This design comes from an exercise in tuning for small area, a short achievable clock period and few clock cycles per item on the open sky130 flow, not from production work. At most, simulation tests tie the RTL to the original design; equivalence was not proved. Only the layout flow was run in runs 1 and 3 to 6; the RTL was not checked for function there. The clock cells of runs 2 to 6 come from the design's own scripts or RTL, not from TritonCTS. The flow treats the clock pin as an ideal source. Dropping or thinning the clock tree relies on that and would not hold on a real chip. Power is estimated from default activity; no workload was simulated.

`flow/flow/run.sh`:
```
#!/bin/bash
# The standard layout (the standard.sh, unchanged synthesis) with four
# changes to how ORFS builds it:
#   - port buffers use buf_1 instead of the default clkdlybuf4s50_1
#   - clock tree synthesis without dummy loads, with clkbuf_4/clkbuf_8
#     and clusters of up to 30 sinks
#   - setup repair only resizes and swaps pins (no new buffers or clones)
set -euo pipefail
export SETUP_SLACK_MARGIN=5.5
export SETUP_MOVE_SEQUENCE="unbuffer,sizeup,swap"
export BUFFER_PORTS_ARGS="-buffer_cell sky130_fd_sc_hd__buf_1"
export CTS_ARGS="-sink_clustering_enable -repair_clock_nets -dont_use_dummy_load -buf_list {sky130_fd_sc_hd__clkbuf_4 sky130_fd_sc_hd__clkbuf_8} -sink_clustering_size 30"
bash standard.sh > standard.log 2>&1
```
`flow/standard.sh`:
```
#!/bin/bash
# synth_recipe.tcl (not shown) runs the flow's synth.tcl, then flattens the netlist and writes it again
# the make line also repeats each setting of config.mk as NAME=value (left out here)
make -C /OpenROAD-flow-scripts/flow DESIGN_CONFIG=/design/flow/config.mk WORK_HOME=/design/flow/orfs CLKGATE_MAP_FILE= SYNTH_SCRIPT=/design/flow/synth_recipe.tcl "${@:-finish}"
```
`flow/config.mk`:
```
export PLATFORM = sky130hd
export DESIGN_NAME = erf_crc0
export DESIGN_NICKNAME = erf_crc0
export VERILOG_FILES = /design/flow/design.v
export SDC_FILE = /design/flow/constraint.sdc
export NUM_CORES = 4
export LEC_CHECK = 0
export CAP_MARGIN = 20
export CORE_MARGIN = 2
export CORE_UTILIZATION = 40
export PLACE_DENSITY = 0.6
export SLEW_MARGIN = 20
export SYNTH_HIERARCHICAL = 1
export SYNTH_MEMORY_MAX_BITS = 8192
```
`flow/constraint.sdc`:
```
create_clock -name core_clock -period 8.0 [get_ports {clk}]
set_input_delay 1.6000 -clock core_clock [delete_from_list [all_inputs] [get_ports {clk}]]
set_output_delay 1.6000 -clock core_clock [all_outputs]
set_load 0.01 [all_outputs]
```
`flow/design.v`:
```
module erf_crc0 (
    input  wire        clk,
    input  wire        rst,
    input  wire        in_valid,
    output reg         in_ready,
    input  wire [1:0]  in_op,
    input  wire [15:0] in_data,
    output reg         out_valid,
    input  wire        out_ready,
    output reg  [15:0] out_crc
);
    localparam [1:0] OP_BUILD  = 2'd0;
    localparam [1:0] OP_SEED   = 2'd1;
    localparam [1:0] OP_BYTE   = 2'd2;
    localparam [1:0] OP_FINISH = 2'd3;
    function [7:1] quot_inv;
        input [15:9] p;
        reg   [7:0]  a, f, g, r;
        integer      i, j;
        begin
            a = {p[9], p[10], p[11], p[12], p[13], p[14], p[15], 1'b1};   
            f = {1'b0, p[13], 1'b0, p[14], 1'b0, p[15], 1'b0, 1'b1};     
            g = {3'b000, p[15], 4'b0001};                                
            r = 8'h00;
            for (i = 0; i < 8; i = i + 1)
                for (j = 0; j <= i; j = j + 1)
                    r[i] = r[i] ^ (a[j] & f[i-j]);
            a = r;
            r = 8'h00;
            for (i = 0; i < 8; i = i + 1)
                for (j = 0; j <= i; j = j + 1)
                    r[i] = r[i] ^ (a[j] & g[i-j]);
            quot_inv = r[7:1];
        end
    endfunction
    function [15:0] table_of;
        input [15:0] poly;
        input [7:0]  h;
        input [7:0]  x;
        reg   [7:0]  q;      
        reg   [15:0] r;
        integer      i, m;
        begin
            for (i = 0; i < 8; i = i + 1) begin
                q[7-i] = 1'b0;
                for (m = 0; m <= i; m = m + 1)
                    q[7-i] = q[7-i] ^ (h[i-m] & x[7-m]);
            end
            r = 16'h0000;
            for (i = 0; i < 8; i = i + 1)
                r = r ^ ({16{q[7-i]}} & (poly << (7 - i)));
            table_of = r;
        end
    endfunction
    reg [15:0] poly;
    reg [7:1]  hq;
    reg [15:0] seed;
    reg [7:0]  s_x;
    reg [7:0]  crc_lo;
    reg        run_z;
    wire [7:0]  run_hi  = run_z ? 8'h00 : s_x;
    wire [15:0] crc_run = {run_hi, crc_lo};
    reg        s_byte;      
    reg        s_restart;   
    reg        s_fin;       
    wire accept   = in_valid && in_ready;
    wire fin_exec = s_fin && !out_valid;
    wire restart  = fin_exec || s_restart;
    wire [15:0] tx = table_of(poly, {hq, 1'b1} & {8{s_byte}}, s_x);
    reg [15:0] run_base;
    always @(*) begin
        if (s_byte)
            run_base = {crc_run[7:0], 8'h00};
        else if (restart)
            run_base = seed;
        else
            run_base = crc_run;
    end
    wire s_fin_d     = (accept && in_op == OP_FINISH) || (s_fin && out_valid);
    wire out_valid_d = fin_exec || (out_valid && !out_ready);
    wire [7:0] s_x_d;
    erf_crc0_xor8 u_x (
        .a(tx[15:8]),
        .b(run_base[15:8] ^ (in_data[7:0] & {8{accept && in_op == OP_BYTE}})),
        .y(s_x_d)
    );
    always @(posedge clk) begin
        if (accept && in_op == OP_BUILD)
            poly <= in_data;
        hq <= quot_inv(poly[15:9]);
        s_x <= s_x_d;
        if (fin_exec)
            out_crc <= crc_run;
    end
    always @(posedge clk) begin
        if (rst) begin
            seed      <= 16'h0000;
            crc_lo    <= 8'h00;
            run_z     <= 1'b1;
            s_byte    <= 1'b0;
            s_restart <= 1'b0;
            s_fin     <= 1'b0;
            out_valid <= 1'b0;
            in_ready  <= 1'b1;
        end else begin
            if (accept && in_op == OP_SEED)
                seed <= in_data;
            crc_lo    <= run_base[7:0] ^ tx[7:0];
            if (s_byte || restart)
                run_z <= 1'b0;
            s_byte    <= accept && in_op == OP_BYTE;
            s_restart <= accept && !in_op[1];
            s_fin     <= s_fin_d;
            out_valid <= out_valid_d;
            in_ready  <= !(s_fin_d && out_valid_d);
        end
    end
endmodule
module erf_crc0_xor8 (
    input  wire [7:0] a,
    input  wire [7:0] b,
    output wire [7:0] y
);
    assign y = a ^ b;
endmodule
```
==> metrics.md, run 1 <==
| Metric | Value |
|---|---|
| Status | complete, no violations |
| Sinks on Clock Net | 77 |
| CP required | ~8000 ps |
| Largest net degree at the start of global routing | 50 |
| Most common cell in the netlist | nand2_1 |
| Clock share of power | 0.103 |
| Hold Crit Depth | 2 |
| Slowest CP cell | xnor3_2 |
| Post-DR vias/cell | a little over 5 |
| Deepest level of the CTS H-tree | 3 |
| Post-Synthesis Cells | approximately 530 |
| Hold wc startpoint | seed[3] |
| Drt initial violations | about 270 |
| Cell total after placement | just under 700 |
| Share of cells above drive strength 1 | 0.163 |
| Element type at the critical path end | flip-flop |
| CTS tree | yes |
| Port-buffer cells | 39 |
| CP Max Fanout | 13 |
| Detail Route Antenna Nets | 0 |
| Setup TNS | 0 ps |
| Core ar. | 0.0119 mm² |
| Post-synth EDFFs | 32 |
| Starting density of the core | 0.405 |
| Post-layout util | 0.450 |
| Async SR Flop Fraction | 0 |
| Crit path launch type | flip-flop |
| GR Util All Layers | 0.186 |
| Dpl ws | 5020 ps |
| Synth cell count leaders | 177 x nand2_1, 69 x xnor2_1, 45 x dfxtp_1, 35 x xor2_1, 32 x edfxtp_1 |
| R2r startpoint | s_x[5] |
| Setup skew after layout | 25.1 ps |
| Die height | 114 µm |
| RSZ-0062 raised after global routing | true |
| Sequential area share after synthesis | 0.386 |
| Clock slew at reported path FFs | 60 ps |
| Family with the most delay on the worst path | XOR/XNOR gates |
| Synthesized netlist net count | 559 |
| Register area | 0.00190 mm² |
| Worst hold path endpoint | seed[3] |
| Cell-internal power | 1.29 mW |
| Clock Tree Buf Depth | 2 |
| Largest area contributor in the netlist | edfxtp_1 |
| DRT Wirelength | approximately 12 mm |
| Period utilisation layout | 0.312 |
| Max-slew violation count | 0 |
| Crit-path cells | nand2_1, xnor3_2, xnor2_4, nand2_1, xnor3_1, xor2_1, nand2_1, xnor2_1, xor2_1 |
| Slew margin rel. | 0.370 |
| Worst vdd ir | about 0.17 mV |
| Comb pwr share | 0.663 |
| Design Power | 2.19 mW |
| Routed wire per std cell | around 17 µm |
| Via count | about 3600 |
| Cell Area, Synth | 0.00482 mm² |
| Clock root buffer | clkbuf_8 |
| Initial antenna violation count | 0 |
| Top cell type's share of synthesized area | 0.199 |
| Reg2reg end | s_x[3] |
| Netlist cell types | 42 |
| Global placement routability congestion | 0.844 |
| #FFs+latches synth | 77 |
| Nets@finish | between 500 and 600 |
| Most frequent CP cell | nand2_1 |
| Fill cell count | around 1200 |
| Site Rows | 40 |
| Area Overhead vs Synth | 11.0% |
| Flop-to-flop setup slack | 5510 ps |
| Pwr dens | 408 mW/mm² |
| Sequential Power Share | 0.234 |
| First-pass GRT wire length | 18.5 mm |
| Hold buffers post-CTS | 0 |
| Net Sw Frac | 0.408 |
| Yosys warns | 7 |
| Lkg Pwr | 2.03 nW |
| Width of the chip | 114 µm |
| Grt total ovfl | 0 |
| Setup ws final | 5510 ps |
| Mean post-synth cell area | 9.09 µm² |
| Max_cap viols | 0 |
| Ports | 40 |
| Worst-skew pair later-pin latency | between 300 and 400 ps |
| HPWL Detailed | 8.31 mm |
| P_sw | 893 µW |
| FMAX | 401 MHz |
| Max stage delay on crit path | 420 ps |
| Endpoints failing setup | 0 |
| Drt first pass iters | 4 |
| Crit path arrival time | 2710 ps |
| Die area | 0.0130 mm² |
| Num CTS Buffers | 9 |
| Buf/Inv on CP | 0 |
| Slew @ Worst Pin | 940 ps |
| Final non-filler cell total | about 690 |
| Antenna diode count | 0 |
| # DRC | 0 |
| Final hold vios | 0 |
| Cell count of the worst reg-to-reg path | 9 |
| Vias in the first global route | about 3400 |
| Ys flop type | dfxtp_1 |
| WS Path Type | reg -> reg |
| Hold Path Class | reg -> reg |
| Postcts setup bufs | 0 |
| Synth area leaders | edfxtp_1 20%, dfxtp_1 19%, nand2_1 14% |
| Multi-input logic area | 0.00293 mm² |
| Final Critical Period | around 2500 ps |
-- worst max-delay path by stage --
stage / start / depth (start not counted) / endpoint / slack [ps]
6_report: s_x[5] / 9 / s_x[3] / 5510
5_1_grt: s_x[5] / 10 / s_x[7] / 5390
4_1_cts: s_x[6] / 10 / s_x[7] / 5430
3_5_place_dp: s_x[7] / 9 / crc_lo[7] / 5020
3_3_place_gp: in_valid / 6 / s_x[3] / 5070
2_1_floorplan: in_valid / 3 / poly[0] / 5470
-- routing by layer --
metal / vias up / GRT usage / wire length, µm
li1: 1714 / - / -
met2: 102 / 0.291 / 5420
met1: 1724 / 0.257 / 5410
met5: - / 0 / 0
met4: 0 / 0.0634 / 205
met3: 15 / 0.0367 / 523
-- registers in the layout (all words and copies together) (netlist names) --
register and count:
run_z 1, out_crc 16, s_x 8, poly 16
s_restart 1, out_valid 1, s_byte 1, in_ready 1
hq 7, seed 16, crc_lo 8, s_fin 1
-- per-module statistics from Yosys (local to each module, per instance) --
module	area (µm²)	times used
erf_crc0_xor8	70.1	1
erf_crc0	4750	1
-- power by group through the flow --
stage	sequential (mW)	combinational [mW]	clock (mW)
final	0.512	1.45	0.224
after global routing	0.516	1.55	0.250
after CTS	0.509	1.40	0.233
after detailed placement	0.510	1.34	0
after global placement	0.510	1.31	0
after floorplan	0.477	1.20	0
-- worst min-delay path: cells and delay by family (launching register included) --
kind,cells,cell delay [ps]
flops,1,310
simple gates,1,50
compound gates,1,60
-- area by class of cell --
cell class,count,area share
Clock buffer,9,0.0231
Sequential cell,77,0.354
Multi-Input combinational cell,411,0.547
Inverter,7,0.00490
Tap cell,147,0.0343
Timing Repair Buffer,43,0.0364
-- per-stage QoR --
step / hold WS, ps / instance area, µm²
floorplan: 430 / 4850
global placement: 440 / 5010
detailed placement: 451 / 5010
CTS: 461 / 5250
global route: 484 / 5360
finish: 460 / 5360
-- logic make-up after synthesis --
kind of cell / Yosys count / synth area share
compound gates: 43 / 0.0532
fa+ha+maj: 6 / 0.0156
mux: 13 / 0.0272
buf+inv: 43 / 0.0472
simple gates: 224 / 0.191
xor+xnor: 125 / 0.280
flops: 77 / 0.386
-- cells in the final DEF (no fill, tap or decap), types with 2 or more instances in the layout --
| cell | count |
|---|---|
| xnor2_2 | 13 |
| nand2_4 | 2 |
| xnor2_4 | 3 |
| a211oi_1 | 7 |
| o21ai_0 | 9 |
| clkbuf_8 | 9 |
| a21oi_2 | 2 |
| nor2_1 | 11 |
| xnor3_4 | 2 |
| xnor2_1 | 58 |
| buf_1 | 31 |
| and2_2 | 2 |
| xnor3_1 | 11 |
| nand3_1 | 6 |
| nor2b_1 | 12 |
| xor2_1 | 33 |
| inv_1 | 6 |
| edfxtp_1 | 32 |
| ha_1 | 6 |
| buf_4 | 5 |
| nor2_4 | 3 |
| dfxtp_4 | 8 |
| nand2_1 | 166 |
| nand2_2 | 15 |
| dfxtp_2 | 5 |
| a21oi_1 | 18 |
| dfxtp_1 | 32 |
| clkbuf_2 | 5 |
| xor2_2 | 4 |
| mux2i_1 | 12 |
-- timing repair --
item                       CTS  global route
resized for setup           36            30
pin swaps                   11            11
setup endpoints to repair   30            37
==> run 2: changes to the inputs <==
--- a/flow/design.v
+++ b/flow/design.v
@@ -15,22 +15,16 @@
     localparam [1:0] OP_FINISH = 2'd3;
     function [7:1] quot_inv;
         input [15:9] p;
-        reg   [7:0]  a, f, g, r;
-        integer      i, j;
+        reg   [7:0]  h;
+        integer      d, k;
         begin
-            a = {p[9], p[10], p[11], p[12], p[13], p[14], p[15], 1'b1};   
-            f = {1'b0, p[13], 1'b0, p[14], 1'b0, p[15], 1'b0, 1'b1};     
-            g = {3'b000, p[15], 4'b0001};                                
-            r = 8'h00;
-            for (i = 0; i < 8; i = i + 1)
-                for (j = 0; j <= i; j = j + 1)
-                    r[i] = r[i] ^ (a[j] & f[i-j]);
-            a = r;
-            r = 8'h00;
-            for (i = 0; i < 8; i = i + 1)
-                for (j = 0; j <= i; j = j + 1)
-                    r[i] = r[i] ^ (a[j] & g[i-j]);
-            quot_inv = r[7:1];
+            h = 8'h01;
+            for (d = 1; d < 8; d = d + 1) begin
+                h[d] = 1'b0;
+                for (k = 1; k <= d; k = k + 1)
+                    h[d] = h[d] ^ (p[16-k] & h[d-k]);
+            end
+            quot_inv = h[7:1];
         end
     endfunction
     function [15:0] table_of;
@@ -57,8 +51,9 @@
     reg [15:0] seed;
     reg [7:0]  s_x;
     reg [7:0]  crc_lo;
+    reg [7:0]  s_b;
     reg        run_z;
-    wire [7:0]  run_hi  = run_z ? 8'h00 : s_x;
+    wire [7:0]  run_hi  = run_z ? 8'h00 : (s_x ^ s_b);
     wire [15:0] crc_run = {run_hi, crc_lo};
     reg        s_byte;      
     reg        s_restart;   
@@ -78,17 +73,12 @@
     end
     wire s_fin_d     = (accept && in_op == OP_FINISH) || (s_fin && out_valid);
     wire out_valid_d = fin_exec || (out_valid && !out_ready);
-    wire [7:0] s_x_d;
-    erf_crc0_xor8 u_x (
-        .a(tx[15:8]),
-        .b(run_base[15:8] ^ (in_data[7:0] & {8{accept && in_op == OP_BYTE}})),
-        .y(s_x_d)
-    );
     always @(posedge clk) begin
         if (accept && in_op == OP_BUILD)
             poly <= in_data;
         hq <= quot_inv(poly[15:9]);
-        s_x <= s_x_d;
+        s_x <= (run_base[15:8] ^ in_data[7:0]) ^ tx[15:8];
+        s_b <= in_data[7:0];
         if (fin_exec)
             out_crc <= crc_run;
     end
@@ -116,10 +106,3 @@
         end
     end
 endmodule
-module erf_crc0_xor8 (
-    input  wire [7:0] a,
-    input  wire [7:0] b,
-    output wire [7:0] y
-);
-    assign y = a ^ b;
-endmodule
==> flow/flow/run.sh (replaced) <==
#!/bin/bash
# The standard layout (the standard.sh, unchanged synthesis) with three
# changes to how ORFS builds it:
#   - port buffers use buf_1 instead of the default clkdlybuf4s50_1
#   - the clock tree is one level of three clkbuf_16 buffers, built by
#     flow/cts_one_level.tcl (ORFS's PRE_CTS_TCL hook) in place of
#     TritonCTS's two-level tree, for a shorter clock latency
set -euo pipefail
export SETUP_SLACK_MARGIN=5.5
export BUFFER_PORTS_ARGS="-buffer_cell sky130_fd_sc_hd__buf_1"
export PRE_CTS_TCL="$(pwd)/flow/cts_one_level.tcl"
bash standard.sh > standard.log 2>&1
==> flow/flow/cts_one_level.tcl (new file) <==
# PRE_CTS_TCL hook for ORFS's cts.tcl: build a one-level clock tree in place
# of TritonCTS's two-level H-tree. The clock port drives three clkbuf_16
# buffers (the port feeds 3 cell pins), and each buffer drives the
# flip-flops of one vertical strip of the core, about a third of them, from
# the centroid of its strip. All flip-flops get the same single buffer
# stage, so the clock arrives at the same time at every register.
# clock_tree_synthesis is then replaced by a command that only switches the
# clock to propagated mode; the rest of cts.tcl (legalization, timing
# repair) runs as usual.

proc build_one_level_clock_tree { ncb } {
  set block [ord::get_db_block]
  set clk_net [$block findNet clk]
  set sinks {}
  foreach it [$clk_net getITerms] {
    set inst [$it getInst]
    set bb [$inst getBBox]
    lappend sinks [list [expr {([$bb xMin] + [$bb xMax]) / 2}] \
                        [expr {([$bb yMin] + [$bb yMax]) / 2}] $it]
  }
  set sinks [lsort -integer -index 0 $sinks]
  set n [llength $sinks]
  set master [[ord::get_db] findMaster sky130_fd_sc_hd__clkbuf_16]
  $clk_net setSigType CLOCK
  for {set k 0} {$k < $ncb} {incr k} {
    set group [lrange $sinks [expr {$k * $n / $ncb}] [expr {($k + 1) * $n / $ncb - 1}]]
    set net [odb::dbNet_create $block "clknet_leaf_$k"]
    $net setSigType CLOCK
    set buf [odb::dbInst_create $block $master "clkbuf_leaf_$k"]
    set sx 0
    set sy 0
    foreach s $group {
      set it [lindex $s 2]
      $it disconnect
      $it connect $net
      set sx [expr {$sx + [lindex $s 0]}]
      set sy [expr {$sy + [lindex $s 1]}]
    }
    set cnt [llength $group]
    [$buf findITerm A] connect $clk_net
    [$buf findITerm X] connect $net
    $buf setLocation [expr {$sx / $cnt}] [expr {$sy / $cnt}]
    $buf setPlacementStatus PLACED
    puts "one-level clock tree: clkbuf_leaf_$k drives $cnt flip-flops"
  }
}

build_one_level_clock_tree 3

rename clock_tree_synthesis tritoncts_clock_tree_synthesis
proc clock_tree_synthesis { args } {
  puts "clock_tree_synthesis skipped: one-level clock tree built by cts_one_level.tcl"
  set_propagated_clock [all_clocks]
}
--- a/flow/config.mk
+++ b/flow/config.mk
@@ -10,5 +10,4 @@
 export CORE_UTILIZATION = 40
 export PLACE_DENSITY = 0.6
 export SLEW_MARGIN = 20
-export SYNTH_HIERARCHICAL = 1
 export SYNTH_MEMORY_MAX_BITS = 8192
==> metrics.md, run 2 <==
| Metric | Value |
|---|---|
| Status | complete, no violations |
| Detail Route Antenna Nets | 0 |
| #FFs+latches synth | 85 |
| Cell total after placement | 731 |
| # DRC | 0 |
| GR Util All Layers | 0.178 |
| Buf/Inv on CP | 2 |
| Finished Cell Area | 0.00547 mm² |
| Setup skew after layout | 13.0 ps |
| Synthesized netlist net count | 584 |
| WS Path Type | in -> reg |
| Crit-path cells | buf_1, nand2_4, or2_4, nor2_4, buf_12 |
| Slew margin rel. | 0.647 |
| Synth area leaders | dfxtp_1 21%, edfxtp_1 19%, xnor2_1 15% |
| Top cell type's share of synthesized area | 0.212 |
| Final Critical Period | 2450 ps |
| Slew @ Worst Pin | ~530 ps |
| Commonest non-fill, non-tap cell in the layout | nand2_1 |
| HPWL Detailed | 8.69 mm |
| Dpl ws | slightly above 5000 ps |
| Largest net degree at the start of global routing | 54 |
| CP required | 7890 ps |
| Post-Synthesis Cells | 559 |
| Area Overhead vs Synth | 9.42% |
| Post-layout util | 0.451 |
| Max stage delay on crit path | 260 ps |
| Setup ws final | 5550 ps |
| Max-slew violation count | 0 |
| Final non-filler cell total | 744 |
| Yosys warns | 1 |
| Drt first pass iters | 4 |
| Period utilisation layout | 0.307 |
| Most common cell in the netlist | nand2_1 |
| Post-synth EDFFs | 32 |
| Grt total ovfl | 0 |
| Async SR Flop Fraction | 0 |
| Worst vdd ir | between 0.15 and 0.2 mV |
| Share of cells above drive strength 1 | 0.0903 |
| Largest area contributor in the netlist | dfxtp_1 |
| Setup TNS | 0 ps |
| Site Rows | 40 |
| Starting density of the core | 0.412 |
| Crit path launch type | input port |
| Vias in the first global route | 3549 |
| Die height | about 120 µm |
| Cell Area, Synth | 0.00499 mm² |
| Biggest regs | out_crc: 16 flops, poly: 16 flops, seed: 16 flops |
| Final hold vios | 0 |
| Ys flop type | dfxtp_1 |
| Element type at the critical path end | flip-flop |
| Fill cell count | 1198 |
| Routed wire per std cell | approximately 16 µm |
| CP Max Fanout | 12 |
| Antenna diode count | 0 |
| Ports | 40 |
| Lkg Pwr | 2.11 nW |
| Via count | ~3700 |
| Port-buffer cells | 39 |
| Synth cell count leaders | 162 x nand2_1, 85 x xnor2_1, 53 x dfxtp_1, 32 x edfxtp_1, 31 x nor2_1 |
| Endpoints failing setup | 0 |
| Post-DR vias/cell | 4.99 |
| Worst hold slack | 461 ps |
| Width of the chip | about 120 µm |
| DRT Wirelength | 11.8 mm |
| Die area | approximately 0.013 mm² |
| Drt initial violations | 234 |
| Cell Area, Placed | approximately 0.0052 mm² |
| Most frequent cells in the layout | 160 x nand2_1, 83 x xnor2_1, 48 x dfxtp_1, 32 x buf_1, 32 x edfxtp_1 |
| FMAX | 408 MHz |
| Worst-skew pair later-pin latency | around 170 ps |
| Design Power | 2.24 mW |
| Nets@finish | 603 |
| Slowest CP cell | or2_4 |
| Global placement routability congestion | 0.865 |
| First-pass GRT wire length | approximately 19 mm |
| Sequential area share after synthesis | 0.405 |
| Family with the most delay on the worst path | simple AND/OR/NAND/NOR gates |
| Netlist cell types | 46 |
| Crit path arrival time | 2340 ps |
| Max_cap viols | 0 |
| Pwr dens | between 400 and 500 mW/mm² |
| Mean post-synth cell area | 8.94 µm² |
| RSZ-0062 raised after global routing | true |
| Hold Path Class | reg -> reg |
| Initial antenna violation count | 0 |
| Clock slew at reported path FFs | 100 ps |
| Core ar. | 0.0121 mm² |
## run 2: changes by cell type in the layout (fill, tap and decap cells not counted), sizes merged, moves of 7 or more
cell and delta:
nor2b -8, nor2 +17, xnor2 +12, nand2 -20, clkbuf -9, dfxtp +8, xor2 -8, buf +14
nand3 +7
## run 2: metal layers
metal / GRT usage / wire, µm / vias up
li1: - / - / 1840
met1: 0.255 / 5510 / 1777
met2: 0.300 / 5570 / 74
met3: 0.00837 / 455 / 19
met4: 0.0389 / 274 / 0
met5: 0 / 0 / -
## run 2: repair_timing
| action | 4_1_cts | 5_1_grt |
|---|---|---|
| cloned | 0 | 0 |
| endpoints found under the setup margin | 46 | 26 |
| buffers inserted | 2 | 8 |
| endpoints found under the hold margin | 0 | 0 |
| gates resized for setup | 14 | 11 |
| hold buffers | 0 | 0 |
| pin swaps | 2 | 2 |
## run 2: kinds of logic (layout without fill, tap and decap cells)
logic type / Yosys count / after routing / synth area share
and+or+nand+nor: 228 / 228 / 0.187
xor gates and xnor gates: 128 / 128 / 0.263
DFF: 85 / 85 / 0.405
AOI/OAI and AO/OA: 50 / 50 / 0.0601
buffers and inverters: 47 / 64 / 0.0408
muxes: 18 / 18 / 0.0371
adders and majority gates: 3 / 3 / 0.00752
## run 2: layout make-up
| type | instances | area [µm²] | share of cell area |
|---|---|---|---|
| timing repair buffer | 54 | 280 | 0.0513 |
| buffer | 3 | 75.1 | 0.0137 |
| multi-input combinational | 427 | 2840 | 0.519 |
| inverter | 7 | 30.0 | 0.00549 |
| sequential | 85 | 2030 | 0.372 |
| tap | 168 | 210 | 0.0385 |
## run 2: final timing paths
| check | startpoint | end | slack (ps) | cells past startpoint |
|---|---|---|---|---|
| max reg2reg | s_x[6] | crc_lo[7] | 5640 | 8 |
| min | seed[12] | seed[12] | 460 | 2 |
| min reg2reg | seed[12] | seed[12] | 460 | 2 |
| max | in_valid | poly[4] | 5550 | 5 |
## run 2: power breakdown
group | total, mW | internal [mW] | switching [mW]
clock network | 0.179 | 0.0697 | 0.109
registers | 0.570 | 0.499 | 0.0702
logic | 1.49 | 0.769 | 0.717
total | 2.24 | 1.34 | 0.897
## run 2: tightest hold or removal path: cells and delay by family (launching register included)
family | cells | cell delay, ps
AND/OR/NAND/NOR | 1 | 50
flip-flops | 1 | 320
AO/OA/AOI/OAI | 1 | 50
Testbench counts of run 2, summed over its fixed seeds: cycles 20,140, bytes 18,751.
==> run 3: changes to the inputs <==
--- a/flow/design.v
+++ b/flow/design.v
@@ -73,11 +73,13 @@
     end
     wire s_fin_d     = (accept && in_op == OP_FINISH) || (s_fin && out_valid);
     wire out_valid_d = fin_exec || (out_valid && !out_ready);
+    wire [7:0] s_x_d;
+    erf_crc0_xor8 u_x (.a(tx[15:8]), .b(run_base[15:8] ^ in_data[7:0]), .y(s_x_d));
     always @(posedge clk) begin
         if (accept && in_op == OP_BUILD)
             poly <= in_data;
         hq <= quot_inv(poly[15:9]);
-        s_x <= (run_base[15:8] ^ in_data[7:0]) ^ tx[15:8];
+        s_x <= s_x_d;
         s_b <= in_data[7:0];
         if (fin_exec)
             out_crc <= crc_run;
@@ -106,3 +108,10 @@
         end
     end
 endmodule
+module erf_crc0_xor8 (
+    input  wire [7:0] a,
+    input  wire [7:0] b,
+    output wire [7:0] y
+);
+    assign y = a ^ b;
+endmodule
--- a/flow/flow/run.sh
+++ b/flow/flow/run.sh
@@ -6,7 +6,7 @@
 #     flow/cts_one_level.tcl (ORFS's PRE_CTS_TCL hook) in place of
 #     TritonCTS's two-level tree, for a shorter clock latency
 set -euo pipefail
-export SETUP_SLACK_MARGIN=5.5
+export SETUP_SLACK_MARGIN=5.7
 export BUFFER_PORTS_ARGS="-buffer_cell sky130_fd_sc_hd__buf_1"
 export PRE_CTS_TCL="$(pwd)/flow/cts_one_level.tcl"
 bash standard.sh > standard.log 2>&1
--- a/flow/config.mk
+++ b/flow/config.mk
@@ -10,4 +10,5 @@
 export CORE_UTILIZATION = 40
 export PLACE_DENSITY = 0.6
 export SLEW_MARGIN = 20
+export SYNTH_HIERARCHICAL = 1
 export SYNTH_MEMORY_MAX_BITS = 8192
==> metrics.md, run 3 <==
| Metric | Value |
|---|---|
| Status | complete, no violations |
| # DRC | 0 |
| Family with the most delay on the worst path | XOR/XNOR gates |
| Post-DR vias/cell | 5.07 |
| Netlist cell types | 33 |
| GR Util All Layers | 0.185 |
| Setup ws final | approximately 5500 ps |
| Vias in the first global route | 3651 |
| Final hold vios | 0 |
| Flop-to-flop setup slack | between 5000 and 6000 ps |
| Hold wc startpoint | seed[2] |
| Element type at the critical path end | flip-flop |
| Cell Area, Synth | 0.00489 mm² |
| Worst vdd ir | ~0.25 mV |
| Slowest CP cell | xnor3_2 |
| Crit path launch type | flip-flop |
| Antenna diode count | 0 |
| Share of cells above drive strength 1 | 0.297 |
| Area Overhead vs Synth | 24.6% |
| Post-Synth Simple-Gate Area | 0.178 |
| HPWL Detailed | 7.85 mm |
| Worst hold path endpoint | seed[2] |
| Port-buffer cells | 39 |
| Commonest non-fill, non-tap cell in the layout | nand2_1 |
| Top cell type's share of synthesized area | 0.217 |
| Grt total ovfl | 0 |
| Ys flop type | dfxtp_1 |
| Worst-skew pair later-pin latency | 180 ps |
| Lkg Pwr | 2.45 nW |
| Width of the chip | between 100 and 150 µm |
| Synthesized-area fraction occupied by adder cells | 0.00768 |
| Via count | 3761 |
| Largest family of logic cells by synthesized area | XOR/XNOR gates |
| Crit-path cells | nand2_2, xnor3_2, xnor3_4, nand2_2, xnor2_2, xnor3_1, nand2_1, xor2_1, xor2_1 |
| Mean post-synth cell area | approximately 9.0 µm² |
| Post-synthesis mux area share | 0.0248 |
| CP Max Fanout | 6 |
| Initial antenna violation count | 0 |
| Detail Route Antenna Nets | 0 |
| Synth area leaders | dfxtp_1 22%, edfxtp_1 20%, xnor2_1 14% |
| CP required | between 8000 and 9000 ps |
| FMAX | a little over 400 MHz |
| Max-slew violation count | 0 |
| Slew margin rel. | 0.600 |
| Largest area contributor in the netlist | dfxtp_1 |
| Setup skew after layout | about 19 ps |
| Ports | 40 |
| Clock slew at reported path FFs | 110 ps |
| Hold Path Class | reg -> reg |
| Hold buffers post-CTS | 0 |
| Core ar. | 0.0120 mm² |
| Post-Synthesis Cells | 546 |
| R2r startpoint | s_x[5] |
| Slew @ Worst Pin | about 600 ps |
| Reg2reg end | s_x[1] |
| Multi-input logic area | 0.00315 mm² |
| Period utilisation layout | 0.307 |
| Yosys warns | 7 |
| Compound-gate portion of the synthesized area | 0.0553 |
| Synth cell count leaders | 181 x nand2_1, 80 x xnor2_1, 53 x dfxtp_1, 42 x xor2_1, 32 x edfxtp_1 |
| Drt initial violations | 234 |
| Endpoints failing setup | 0 |
| Largest net degree at the start of global routing | 44 |
| Final Critical Period | 2450 ps |
| RSZ-0062 raised after global routing | true |
| Pwr dens | 558 mW/mm² |
| Drt first pass iters | 4 |
| Buf/Inv on CP | 0 |
| Setup TNS | 0 ps |
| Most frequent cells in the layout | 136 x nand2_1, 64 x xnor2_1, 39 x nand2_2, 39 x dfxtp_1, 38 x xor2_1 |
| Post-Synth XOR/XNOR Area | 0.279 |
| Die height | 115 µm |
| Starting density of the core | 0.409 |
| Cell count of the worst reg-to-reg path | 9 |
| Max_cap viols | 0 |
| Sequential area share after synthesis | 0.414 |
| Dpl ws | 4780 ps |
| Design Power | 3.40 mW |
| Max stage delay on crit path | 450 ps |
| Async SR Flop Fraction | 0 |
| Register area | 0.00206 mm² |
| Die area | about 0.013 mm² |
| Synthesized netlist net count | 571 |
| #FFs+latches synth | 85 |
| Routed wire per std cell | 17.3 µm |
| Crit path arrival time | around 2600 ps |
| Biggest regs | out_crc: 16 flops, poly: 16 flops, seed: 16 flops |
| Most common cell in the netlist | nand2_1 |
| Hold Crit Depth | 2 |
| First-pass GRT wire length | 19.2 mm |
| Fill cell count | about 1100 |
| Site Rows | 40 |
| WS Path Type | reg -> reg |
| DRT Wirelength | approximately 13 mm |
| Nets@finish | 622 |
| Post-synth EDFFs | 32 |
| Global placement routability congestion | 0.870 |
[run 3: changes by cell type in the layout (fill, tap and decap cells not counted), moves of 11 or more]
| cell | before | now |
|---|---|---|
| nand2_2 | 2 | 39 |
| nand2_1 | 160 | 136 |
| xnor2_1 | 83 | 64 |
| a21oi_1 | 23 | 7 |
| buf_4 | 14 | 29 |
| a21oi_2 | 0 | 13 |
| nand3_1 | 13 | 0 |
| buf_1 | 32 | 20 |
| clkbuf_2 | 2 | 14 |
| xnor2_2 | 2 | 14 |
| buf_6 | 0 | 11 |
| nor2_1 | 29 | 18 |
[run 3: cell families (layout without fill, tap and decap cells)]
logic type      count (synthesis)  count (layout)
simple gates                  220             222
compound gates                 46              46
fa+ha+maj                       3               3
buf+inv                        45              91
flops                          85              85
mux                            12              12
xor+xnor                      135             136
[run 3: repair_timing]
| action | in CTS | in global routing |
|---|---|---|
| cloned | 2 | 2 |
| buffers inserted | 26 | 12 |
| setup endpoints to repair | 51 | 64 |
| pin swaps | 19 | 55 |
| gates resized for setup | 63 | 98 |
[run 3: final cells by class]
class	count	area share
multi-input cells	419	0.517
flip-flops and latches	85	0.339
repair buffers	82	0.0980
well taps	147	0.0302
plain buffers	3	0.0123
inverters	6	0.00370
[run 3: per-stage QoR]
| step | instance area [µm²] | hold WS [ps] | std cells | util |
|---|---|---|---|---|
| 3_3_place_gp | 5100 | 439 | 697 | 0.426 |
| 6_report | 6090 | 459 | 742 | 0.509 |
| 4_1_cts | 5650 | 462 | 728 | 0.472 |
| 3_5_place_dp | 5100 | 446 | 697 | 0.426 |
| 5_1_grt | 6090 | 480 | 742 | 0.509 |
| 2_1_floorplan | 4950 | 430 | 546 | - |
[run 3: metal layers]
| metal | track usage | vias to the layer above | wire length [µm] |
|---|---|---|---|
| li1 | - | 1831 | - |
| met1 | 0.251 | 1799 | 5470 |
| met2 | 0.321 | 113 | 6180 |
| met3 | 0.0180 | 18 | 876 |
| met4 | 0.0407 | 0 | 297 |
| met5 | 0 | - | 0 |
[run 3: power breakdown]
group,internal (mW),switching (mW),leakage [nW]
sequential,0.503,0.0618,0.737
clock,0.0697,0.109,0.0370
combinational,1.48,1.17,1.67
total,2.06,1.34,2.45
[run 3: worst reg2reg max path, cell delays in order, from the launching register on]
cell and delay [ps]:
dfxtp_4 390, nand2_2 60, xnor3_2 450, xnor3_4 430
nand2_2 130, xnor2_2 120, xnor3_1 400, nand2_1 90
xor2_1 180, xor2_1 150
[run 3: modules after synthesis, one instance, submodules excluded]
module         area [µm²]  copies in the design
erf_crc0             4820                     1
erf_crc0_xor8        70.1                     1
[run 3: worst max path at each step]
stage / from / endpoint / slack (ps) / cells past startpoint
floorplan: in_valid / poly[0] / 5450 / 3
global placement: s_x[7] / s_x[5] / 4890 / 10
detailed placement: s_x[7] / s_x[5] / 4780 / 10
CTS: s_x[6] / s_x[5] / 5540 / 9
global route: s_x[5] / s_x[1] / 5440 / 9
finish: s_x[5] / s_x[1] / 5550 / 9
==> run 4: changes to the inputs <==
--- a/flow/flow/run.sh
+++ b/flow/flow/run.sh
@@ -6,7 +6,7 @@
 #     flow/cts_one_level.tcl (ORFS's PRE_CTS_TCL hook) in place of
 #     TritonCTS's two-level tree, for a shorter clock latency
 set -euo pipefail
-export SETUP_SLACK_MARGIN=5.7
+export SETUP_SLACK_MARGIN=5.5
 export BUFFER_PORTS_ARGS="-buffer_cell sky130_fd_sc_hd__buf_1"
 export PRE_CTS_TCL="$(pwd)/flow/cts_one_level.tcl"
 bash standard.sh > standard.log 2>&1
==> metrics.md, run 4 <==
| Metric | Value |
|---|---|
| Max stage delay on crit path | between 400 and 500 ps |
| Ys flop type | dfxtp_1 |
| Lkg Pwr | 2.26 nW |
| Global placement routability congestion | between 0.8 and 0.9 |
| Sequential area share after synthesis | 0.414 |
| Top cell type's share of synthesized area | 0.217 |
| Width of the chip | around 110 µm |
| Post-Synth Simple-Gate Area | 0.178 |
| Final non-filler cell total | 734 |
| Element type at the critical path end | flip-flop |
| Drt initial violations | around 240 |
| Max_cap viols | 0 |
| Port-buffer cells | 39 |
| Worst vdd ir | 0.281 mV |
| Most frequent cells in the layout | 174 x nand2_1, 71 x xnor2_1, 43 x dfxtp_1, 39 x buf_1, 37 x xor2_1 |
| P_sw | 1.30 mW |
| Post-synthesis mux area share | 0.0248 |
| Fill cell count | roughly 1100 |
| Setup skew after layout | 15.5 ps |
| GR Util All Layers | 0.176 |
| Drt first pass iters | 4 |
| Antenna diode count | 0 |
| Post-DR vias/cell | ~5 |
| Crit-path cells | nand2_2, xnor3_2, xnor3_4, buf_6, nand2_2, xnor2_1, xnor3_1, nand2_1, xor2_1, xor2_1 |
| Pwr dens | 579 mW/mm² |
| Most common cell in the netlist | nand2_1 |
| Net Sw Frac | 0.396 |
| # DRC | 0 |
| Area Overhead vs Synth | 16.1% |
| Via count | about 3700 |
| Core ar. | 0.0120 mm² |
| Post-Synth XOR/XNOR Area | 0.279 |
| Netlist cell types | 33 |
| Async SR Flop Fraction | 0 |
| Post-synth EDFFs | 32 |
| Endpoints failing setup | 0 |
| Cell Area, Placed | 0.00509 mm² |
| Slew margin rel. | 0.544 |
| Final Critical Period | 2540 ps |
| Die height | approximately 110 µm |
| Max-slew violation count | 0 |
| Finished Cell Area | approximately 0.0057 mm² |
| Synthesized netlist net count | ~570 |
| Ports | 40 |
| Grt total ovfl | 0 |
| Hold Path Class | reg -> reg |
| Cell total after placement | 697 |
| Nets@finish | 614 |
| Synthesized-area fraction occupied by adder cells | 0.00768 |
| Crit path arrival time | about 2700 ps |
| Mean post-synth cell area | 8.96 µm² |
| Crit path launch type | flip-flop |
| Site Rows | 40 |
| Largest family of logic cells by synthesized area | XOR/XNOR gates |
| Largest net degree at the start of global routing | 44 |
| Slowest CP cell | dfxtp_4 |
| Commonest non-fill, non-tap cell in the layout | nand2_1 |
| Initial antenna violation count | 0 |
| Design Power | 3.28 mW |
| First-pass GRT wire length | 18.3 mm |
| Largest area contributor in the netlist | dfxtp_1 |
| Clock slew at reported path FFs | 110 ps |
| Hold buffers post-CTS | 0 |
| Starting density of the core | 0.409 |
| Synth area leaders | dfxtp_1 22%, edfxtp_1 20%, xnor2_1 14% |
| Sequential Power Share | 0.171 |
| Comb pwr share | 0.775 |
| HPWL Detailed | 7.77 mm |
| FMAX | between 300 and 400 MHz |
| Vias in the first global route | 3470 |
| Period utilisation layout | 0.318 |
| Worst-skew pair later-pin latency | approximately 170 ps |
| Post-Synthesis Cells | 546 |
| Share of cells above drive strength 1 | 0.150 |
| Post-layout util | 0.474 |
| Clock share of power | 0.054 |
| #FFs+latches synth | 85 |
| Routed wire per std cell | about 16 µm |
| WS Path Type | reg -> reg |
| DRT Wirelength | 11.8 mm |
| Synth cell count leaders | 181 x nand2_1, 80 x xnor2_1, 53 x dfxtp_1, 42 x xor2_1, 32 x edfxtp_1 |
| Die area | roughly 0.013 mm² |
| RSZ-0062 raised after global routing | true |
| Setup TNS | 0 ps |
| Final hold vios | 0 |
| Yosys warns | 7 |
| Cell Area, Synth | about 0.005 mm² |
| CP Max Fanout | 7 |
| Biggest regs | out_crc: 16 flops, poly: 16 flops, seed: 16 flops |
| Cell-internal power | around 2.0 mW |
| Slew @ Worst Pin | slightly below 700 ps |
| Compound-gate portion of the synthesized area | 0.0553 |
| CP required | 8100 ps |
| Status | complete, no violations |
| Detail Route Antenna Nets | 0 |
==> run 4: timing repair <==
action / CTS / global route
cloned: 1 / 1
pin swaps: 7 / 15
buffers inserted: 15 / 17
resized for setup: 26 / 27
setup endpoints to repair: 47 / 12
==> run 4: metrics by stage <==
stage               setup slack (ps)  hold WS [ps]
floorplan                       5450           430
detailed placement              4550           443
global placement                4730           441
global route                    5350           478
CTS                             5500           459
finish                          5460           455
==> run 4: cell type report <==
class,instances,area [µm²],share of cell area
multi-input combinational,418,2890,0.509
sequential,85,2050,0.361
timing repair buffer,75,457,0.0805
tap,147,184,0.0324
buffer,3,75.1,0.0132
inverter,6,22.5,0.00397
==> run 4: per-module statistics from Yosys (local to each module, per instance) <==
| module | flops+latches | cell area, µm² | cells |
|---|---|---|---|
| erf_crc0 | 85 | 4820 | 538 |
| erf_crc0_xor8 | 0 | 70.1 | 8 |
==> run 4: final timing paths <==
kind / start / to / cells past startpoint / slack (ps)
worst max-delay path: s_x[5] / s_x[1] / 10 / 5460
worst min-delay path: seed[7] / seed[7] / 2 / 460
worst max register to register: s_x[5] / s_x[1] / 10 / 5460
worst min register to register: seed[7] / seed[7] / 2 / 460
==> run 4: critical path, delay by kind of cell, from the launching register on <==
| family | cells | cell delay (ps) |
|---|---|---|
| xor gates and xnor gates | 6 | 1650 |
| buffers and inverters | 1 | 160 |
| DFF | 1 | 420 |
| and+or+nand+nor | 3 | 230 |
==> run 4: cells by family after synthesis <==
kind of cell    after synthesis
mux                          12
buf+inv                      45
fa+ha+maj                     3
compound gates               46
xor+xnor                    135
simple gates                220
flops                        85
==> run 4: power by group through the flow <==
| stage | Combinational, mW | Clock, mW | Sequential, mW |
|---|---|---|---|
| CTS | 2.14 | 0.183 | 0.561 |
| detailed placement | 1.90 | 0 | 0.575 |
| global route | 2.73 | 0.198 | 0.570 |
| global placement | 1.83 | 0 | 0.574 |
| finish | 2.54 | 0.177 | 0.563 |
| floorplan | 1.66 | 0 | 0.525 |
==> run 4: layer usage <==
metal	global-route usage	vias to the layer above	wire, µm	part of all wire
met5	0	-	0	0
met4	0.0317	0	196	0.017
met3	0.00953	14	666	0.056
met2	0.295	103	5700	0.48
met1	0.254	1731	5260	0.45
li1	-	1811	-	-
==> run 5: changes to the inputs <==
--- a/flow/design.v
+++ b/flow/design.v
@@ -15,16 +15,22 @@
     localparam [1:0] OP_FINISH = 2'd3;
     function [7:1] quot_inv;
         input [15:9] p;
-        reg   [7:0]  h;
-        integer      d, k;
+        reg   [7:0]  a, f, g, r;
+        integer      i, j;
         begin
-            h = 8'h01;
-            for (d = 1; d < 8; d = d + 1) begin
-                h[d] = 1'b0;
-                for (k = 1; k <= d; k = k + 1)
-                    h[d] = h[d] ^ (p[16-k] & h[d-k]);
-            end
-            quot_inv = h[7:1];
+            a = {p[9], p[10], p[11], p[12], p[13], p[14], p[15], 1'b1};   
+            f = {1'b0, p[13], 1'b0, p[14], 1'b0, p[15], 1'b0, 1'b1};     
+            g = {3'b000, p[15], 4'b0001};                                
+            r = 8'h00;
+            for (i = 0; i < 8; i = i + 1)
+                for (j = 0; j <= i; j = j + 1)
+                    r[i] = r[i] ^ (a[j] & f[i-j]);
+            a = r;
+            r = 8'h00;
+            for (i = 0; i < 8; i = i + 1)
+                for (j = 0; j <= i; j = j + 1)
+                    r[i] = r[i] ^ (a[j] & g[i-j]);
+            quot_inv = r[7:1];
         end
     endfunction
     function [15:0] table_of;
==> metrics.md, run 5 <==
| Metric | Value |
|---|---|
| First-pass GRT wire length | 19.6 mm |
| Mean post-synth cell area | 9.16 µm² |
| Grt total ovfl | 0 |
| Site Rows | 40 |
| Post-Synthesis Cells | 548 |
| # DRC | 0 |
| Cell Area, Synth | 0.00502 mm² |
| Vias in the first global route | 3684 |
| HPWL Detailed | 8.07 mm |
| Commonest non-fill, non-tap cell in the layout | nand2_1 |
| Design Power | 2.67 mW |
| Global placement routability congestion | 0.816 |
| Yosys warns | 7 |
| Post-synth EDFFs | 32 |
| Worst vdd ir | 0.243 mV |
| Max-slew violation count | 0 |
| Async SR Flop Fraction | 0 |
| Hold wc startpoint | seed[5] |
| Synthesized netlist net count | approximately 580 |
| Synth area leaders | dfxtp_1 21%, edfxtp_1 19%, nand2_1 12% |
| Slew margin rel. | 0.584 |
| FMAX | 399 MHz |
| Endpoints failing setup | 0 |
| Most common cell in the netlist | nand2_1 |
| Setup skew after layout | 20.2 ps |
| Buf/Inv on CP | 2 |
| Most frequent cells in the layout | 161 x nand2_1, 62 x xnor2_1, 42 x dfxtp_1, 37 x buf_1, 34 x xor2_1 |
| Port-buffer cells | 39 |
| Netlist cell types | 46 |
| Die height | 116 µm |
| Biggest regs | out_crc: 16 flops, poly: 16 flops, seed: 16 flops |
| Core ar. | 0.0121 mm² |
| Final Critical Period | 2500 ps |
| Slowest CP cell | or2_4 |
| #FFs+latches synth | 85 |
| CP required | 7900 ps |
| Max stage delay on crit path | 240 ps |
| Synth cell count leaders | 165 x nand2_1, 70 x xnor2_1, 53 x dfxtp_1, 38 x xor2_1, 32 x edfxtp_1 |
| Drt first pass iters | 7 |
| Slew @ Worst Pin | ~620 ps |
| Sequential area share after synthesis | 0.403 |
| Routed wire per std cell | around 17 µm |
| Cell total after placement | 718 |
| Initial antenna violation count | 0 |
| CP Max Fanout | 8 |
| Worst-skew pair later-pin latency | 180 ps |
| Antenna diode count | 0 |
| Post-DR vias/cell | 5.15 |
| Family with the most delay on the worst path | simple AND/OR/NAND/NOR gates |
| Lkg Pwr | 2.31 nW |
| R2r startpoint | s_x[2] |
| Top cell type's share of synthesized area | 0.211 |
| Status | complete, no violations |
| Finished Cell Area | 0.00579 mm² |
| Max_cap viols | 0 |
| Share of cells above drive strength 1 | 0.149 |
| Final hold vios | 0 |
| GR Util All Layers | 0.183 |
| Cell Area, Placed | 0.00523 mm² |
| Width of the chip | 116 µm |
| Setup TNS | 0 ps |
| Nets@finish | roughly 600 |
| Die area | 0.0135 mm² |
| Largest area contributor in the netlist | dfxtp_1 |
| Crit path launch type | input port |
| Ys flop type | dfxtp_1 |
| Detail Route Antenna Nets | 0 |
| Area Overhead vs Synth | 15.4% |
| WS Path Type | in -> reg |
| Pwr dens | 462 mW/mm² |
| Final non-filler cell total | 751 |
| Starting density of the core | 0.414 |
| Clock slew at reported path FFs | 110 ps |
| RSZ-0062 raised after global routing | true |
| Period utilisation layout | 0.313 |
| Element type at the critical path end | flip-flop |
| Largest net degree at the start of global routing | 54 |
| Drt initial violations | ~290 |
| Hold Path Class | reg -> reg |
| Crit path arrival time | around 2400 ps |
| Post-layout util | 0.478 |
| Crit path launch | in_valid |
| Via count | 3871 |
| Crit-path cells | buf_8, nand2_4, or2_4, nor2_4, clkbuf_16 |
| Ports | 40 |
| Fill cell count | roughly 1200 |
| DRT Wirelength | 12.7 mm |
[run 5: changes by cell type after synthesis, moves of 2 or more]
cell,change
xnor2_2,+3
xnor2_1,-10
nand2_1,-16
nor2_1,-4
xor2_1,-4
and2_1,+6
buf_4,+3
buf_2,-6
xnor3_1,+2
nand3_1,+3
o21ai_0,+3
ha_1,+3
clkbuf_1,+4
[run 5: cell type report]
| type | count | area [µm²] | share of cell area |
|---|---|---|---|
| plain buffers | 3 | 75.1 | 0.0130 |
| well taps | 168 | 210 | 0.0363 |
| flip-flops and latches | 85 | 2050 | 0.354 |
| multi-input cells | 418 | 2990 | 0.517 |
| inverters | 7 | 26.3 | 0.00454 |
| repair buffers | 70 | 435 | 0.0752 |
[run 5: path summary, 6_finish.rpt]
path	endpoint	slack (ps)	depth (start not counted)
setup / recovery	poly[15]	5500	5
hold / removal	seed[5]	460	2
setup reg to reg	s_x[4]	5560	8
hold reg to reg	seed[5]	460	2
[run 5: worst reg2reg max path, cell delays in order, from the launching register on]
cell     delay, ps
dfxtp_4        420
nand2_1        110
xnor2_2        220
xnor3_2        540
nand2_1        120
xnor3_1        330
mux2_4         310
xnor2_1        180
xor2_1         150
[run 5: what timing repair did]
action / 4_1_cts / 5_1_grt
gates cloned: 1 / 2
setup buffers: 12 / 15
hold buffers: 0 / 0
gates resized for setup: 18 / 35
pin swaps: 5 / 10
endpoints found under the setup margin: 47 / 40
[run 5: Yosys stat by module (local to each module, per instance)]
module         cells inside  cell area, µm²  times used  flops+latches
erf_crc0                540            4950           1             85
erf_crc0_xor8             8            70.1           1              0
[run 5: logic make-up (layout without fill, tap and decap cells)]
logic type	after synthesis	count (layout)	share of synthesized area
flops	85	85	0.403
buf+inv	47	80	0.0426
compound gates	56	56	0.0700
simple gates	214	214	0.177
mux	15	15	0.0314
xor+xnor	125	127	0.261
fa+ha+maj	6	6	0.0150
[run 5: per-stage QoR]
stage	setup WS (ps)	hold WS [ps]
finish	5500	456
global route	5480	480
CTS	5460	459
detailed placement	4770	444
global placement	4940	439
floorplan	5450	430
[run 5: power breakdown]
part           switching, mW  internal [mW]
combinational          0.885           1.04
clock                  0.112         0.0699
sequential            0.0642          0.503
total                   1.06           1.61
[run 5: metal layers]
| metal | up-vias | part of all wire | GRT usage | wire (µm) |
|---|---|---|---|---|
| met2 | 154 | 0.48 | 0.308 | 6120 |
| met4 | 0 | 0.021 | 0.0389 | 272 |
| met3 | 27 | 0.071 | 0.0136 | 896 |
| met1 | 1850 | 0.42 | 0.259 | 5390 |
| li1 | 1840 | - | - | - |
| met5 | - | 0 | 0 | 0 |
==> run 6: changes to the inputs <==
--- a/flow/design.v
+++ b/flow/design.v
@@ -57,9 +57,8 @@
     reg [15:0] seed;
     reg [7:0]  s_x;
     reg [7:0]  crc_lo;
-    reg [7:0]  s_b;
     reg        run_z;
-    wire [7:0]  run_hi  = run_z ? 8'h00 : (s_x ^ s_b);
+    wire [7:0]  run_hi  = run_z ? 8'h00 : s_x;
     wire [15:0] crc_run = {run_hi, crc_lo};
     reg        s_byte;      
     reg        s_restart;   
@@ -80,13 +79,16 @@
     wire s_fin_d     = (accept && in_op == OP_FINISH) || (s_fin && out_valid);
     wire out_valid_d = fin_exec || (out_valid && !out_ready);
     wire [7:0] s_x_d;
-    erf_crc0_xor8 u_x (.a(tx[15:8]), .b(run_base[15:8] ^ in_data[7:0]), .y(s_x_d));
+    erf_crc0_xor8 u_x (
+        .a(tx[15:8]),
+        .b(run_base[15:8] ^ (in_data[7:0] & {8{accept && in_op == OP_BYTE}})),
+        .y(s_x_d)
+    );
     always @(posedge clk) begin
         if (accept && in_op == OP_BUILD)
             poly <= in_data;
         hq <= quot_inv(poly[15:9]);
         s_x <= s_x_d;
-        s_b <= in_data[7:0];
         if (fin_exec)
             out_crc <= crc_run;
     end
==> flow/flow/run.sh (replaced) <==
#!/bin/bash
# The standard layout (the standard.sh, unchanged synthesis) with four
# changes to how ORFS builds it:
#   - port buffers use buf_1 instead of the default clkdlybuf4s50_1
#   - the clock tree is one level of three clkbuf_16 buffers, built by
#     flow/cts_one_level.tcl (ORFS's PRE_CTS_TCL hook) in place of
#     TritonCTS's two-level tree, for a shorter clock latency
#   - setup repair only resizes and swaps pins (no new buffers or clones)
set -euo pipefail
export SETUP_SLACK_MARGIN=5.6
export SETUP_MOVE_SEQUENCE="unbuffer,sizeup,swap"
export BUFFER_PORTS_ARGS="-buffer_cell sky130_fd_sc_hd__buf_1"
export PRE_CTS_TCL="$(pwd)/flow/cts_one_level.tcl"
bash standard.sh > standard.log 2>&1
--- a/flow/config.mk
+++ b/flow/config.mk
@@ -7,8 +7,8 @@
 export LEC_CHECK = 0
 export CAP_MARGIN = 20
 export CORE_MARGIN = 2
-export CORE_UTILIZATION = 40
-export PLACE_DENSITY = 0.6
+export CORE_UTILIZATION = 55
+export PLACE_DENSITY = 0.7
 export SLEW_MARGIN = 20
 export SYNTH_HIERARCHICAL = 1
 export SYNTH_MEMORY_MAX_BITS = 8192
==> metrics.md, run 6 <==
| Metric | Value |
|---|---|
| Status | complete, no violations |
| Mean post-synth cell area | 9.09 µm² |
| Sequential area share after synthesis | 0.386 |
| Antenna diode count | 0 |
| Lkg Pwr | 2.06 nW |
| Port-buffer cells | 39 |
| # DRC | 0 |
| Multi-input logic area | roughly 0.0031 mm² |
| Final Critical Period | 2590 ps |
| Post-DR vias/cell | 5.54 |
| Commonest non-fill, non-tap cell in the layout | nand2_1 |
| Clock slew at reported path FFs | 110 ps |
| #FFs+latches synth | 77 |
| CP required | 7810 ps |
| HPWL Detailed | 7.67 mm |
| Flop-to-flop setup slack | 5420 ps |
| Worst hold slack | 458 ps |
| Synthesized-area fraction occupied by adder cells | 0.0156 |
| Period utilisation layout | 0.324 |
| Post-synth EDFFs | 32 |
| Die height | 97.7 µm |
| Detail Route Antenna Nets | 0 |
| Hold wc startpoint | seed[3] |
| Setup TNS | 0 ps |
| Final hold vios | 0 |
| Most common cell in the netlist | nand2_1 |
| Largest area contributor in the netlist | edfxtp_1 |
| Area Overhead vs Synth | 11.3% |
| Register area | 0.00189 mm² |
| Global placement routability congestion | 0.908 |
| Pwr dens | between 400 and 500 mW/mm² |
| Max_cap viols | 0 |
| Setup ws final | 5410 ps |
| Width of the chip | 97.7 µm |
| Largest family of logic cells by synthesized area | XOR/XNOR gates |
| Top cell type's share of synthesized area | 0.199 |
| Worst hold path endpoint | seed[3] |
| Core ar. | between 0.008 and 0.009 mm² |
| Crit path arrival time | between 2000 and 2500 ps |
| Drt first pass iters | 5 |
| Synth area leaders | edfxtp_1 20%, dfxtp_1 19%, nand2_1 14% |
| Nets@finish | 570 |
| Post-Synth Simple-Gate Area | 0.191 |
| WS Path Type | in -> reg |
| Hold buffers post-CTS | 0 |
| Slew margin rel. | 0.564 |
| Post-synthesis mux area share | 0.0272 |
| Postcts setup bufs | 0 |
| Worst vdd ir | 0.237 mV |
| Synthesized netlist net count | 559 |
| First-pass GRT wire length | 17.4 mm |
| Cell count of the worst reg-to-reg path | 10 |
| Ports | 40 |
| Hold Path Class | reg -> reg |
| Async SR Flop Fraction | 0 |
| Grt total ovfl | 0 |
| Worst-skew pair later-pin latency | 170 ps |
| Drt initial violations | 269 |
| Site Rows | 34 |
| Hold Crit Depth | 2 |
| Crit path launch type | input port |
| DRT Wirelength | 10.9 mm |
| Yosys warns | 7 |
| Max-slew violation count | 0 |
| Share of cells above drive strength 1 | 0.180 |
| Initial antenna violation count | 0 |
| Die area | 0.00954 mm² |
| Endpoints failing setup | 0 |
| CP Max Fanout | 16 |
| Element type at the critical path end | flip-flop |
| R2r startpoint | s_x[7] |
| Netlist cell types | 42 |
| Biggest regs | out_crc: 16 flops, poly: 16 flops, seed: 16 flops |
| Routed wire per std cell | 16.8 µm |
| Ys flop type | dfxtp_1 |
| Cell Area, Synth | 0.00482 mm² |
| Most frequent cells in the layout | 152 x nand2_1, 51 x xnor2_1, 36 x buf_1, 35 x dfxtp_1 |
| FMAX | about 390 MHz |
| Compound-gate portion of the synthesized area | 0.0532 |
| RSZ-0062 raised after global routing | true |
| Post-Synth XOR/XNOR Area | 0.280 |
| Reg2reg end | s_x[4] |
| Setup skew after layout | 12.8 ps |
| Synth cell count leaders | 177 x nand2_1, 69 x xnor2_1, 45 x dfxtp_1, 35 x xor2_1, 32 x edfxtp_1 |
| GR Util All Layers | 0.223 |
| Dpl ws | 4970 ps |
| Fill cell count | 744 |
| Via count | between 3000 and 4000 |
| Slew @ Worst Pin | 654 ps |
| Largest net degree at the start of global routing | 50 |
| Post-Synthesis Cells | around 530 |
| Starting density of the core | 0.561 |
| Vias in the first global route | 3391 |
run 6: worst max-delay path, cell delays in order:
cell and delay (ps):
buf_8 90, nand2_4 50, or2_4 260, nor2_4 380
run 6: cell families after synthesis:
group,Yosys count
xor gates and xnor gates,125
adders and majority gates,6
AOI/OAI and AO/OA,43
buffers and inverters,43
and+or+nand+nor,224
muxes,13
DFF,77
run 6: per-layer routing:
layer  GRT usage  wire length, µm  vias to the layer above
li1            -                -                     1710
met1       0.314             4700                     1715
met2       0.384             5280                      150
met3      0.0252              757                       17
met4      0.0246              160                        0
met5           0                0                        -
run 6: Yosys stat by module (local to each module, per instance):
| module | copies in the design | cell area [µm²] | cells inside | flops+latches |
|---|---|---|---|---|
| erf_crc0_xor8 | 1 | 70.1 | 8 | 0 |
| erf_crc0 | 1 | 4750 | 523 | 77 |
run 6: how the worst max path moves through the flow:
stage          startpoint       end  slack [ps]  depth (start not counted)
6_report         in_valid   poly[9]        5410                          4
3_5_place_dp       s_x[7]    s_x[7]        4970                         10
5_1_grt            s_x[7]    s_x[3]        5290                         10
4_1_cts          in_valid  poly[14]        5410                          4
3_3_place_gp       s_x[7]    s_x[7]        5120                         10
2_1_floorplan    in_valid   poly[0]        5470                          3
run 6: cell type report:
cell class                      instances  area share
Tap cell                              108      0.0252
Multi-Input combinational cell        411       0.569
Sequential cell                        77       0.352
Timing Repair Buffer                   42      0.0340
Buffer                                  3      0.0140
Inverter                                7     0.00490
run 6: per-stage QoR:
step | power (mW) | instance area, µm² | utilization | cells
after floorplan | 1.68 | 4860 | - | 531
after global placement | 1.80 | 4960 | 0.577 | 645
after detailed placement | 1.83 | 4960 | 0.577 | 645
after CTS | 2.06 | 5180 | 0.603 | 648
after global routing | 2.30 | 5370 | 0.625 | 648
final | 2.18 | 5370 | 0.625 | 648
run 6: report_power, final:
group          internal (mW)  leakage (nW)  switching [mW]
registers              0.453         0.669          0.0651
logic                  0.764          1.35           0.723
clock network         0.0693        0.0370           0.101
run 6: what timing repair did:
action                                  in CTS  in global routing
pin swaps                                   13                 22
gates resized for setup                     42                 42
endpoints found under the setup margin      47                 45

-- afterwards: timing with drivers on the ports --
In the flow no input, the clock included, has a driving cell. The finished layouts below were timed again as built, in two steps.
Step 1 sets driving cells, clkbuf_16 on the clock port and buf_2 on the other inputs (assumed; they add their load-dependent delay and slew).
Step 2 moves the port delays by t, midway between the first and last clock arrival at a register: inputs arrive t later, outputs are due t later. That takes back most of the time a late clock gives input paths.
a / b / c = ideal ports / drivers / drivers and shift; a / b = the first two.
run | t (ns) | setup WS [ns] | worst setup path after step 2 | latest minus earliest clock arrival (ns) | worst register clock-pin slew, ns
run 1 | 0.377 | 5.506 / 5.503 / 5.175 | input to register | 0.025 / 0.025 | 0.08 / 0.08
run 2 | 0.232 | 5.547 / 5.588 / 5.356 | input to register | 0.014 / 0.014 | 0.11 / 0.11
run 3 | 0.232 | 5.546 / 5.546 / 5.338 | input to register | 0.019 / 0.019 | 0.12 / 0.12
run 4 | 0.228 | 5.458 / 5.458 / 5.345 | input to register | 0.015 / 0.016 | 0.11 / 0.11
run 5 | 0.229 | 5.497 / 5.509 / 5.280 | input to register | 0.021 / 0.021 | 0.12 / 0.12
run 6 | 0.226 | 5.411 / 5.417 / 5.191 | input to register | 0.016 / 0.016 | 0.11 / 0.11
After both steps setup and hold are still met in every run listed. The setup slack of run 1, which loses most, moves by -0.003 ns with the drivers and by -0.331 ns with both steps.
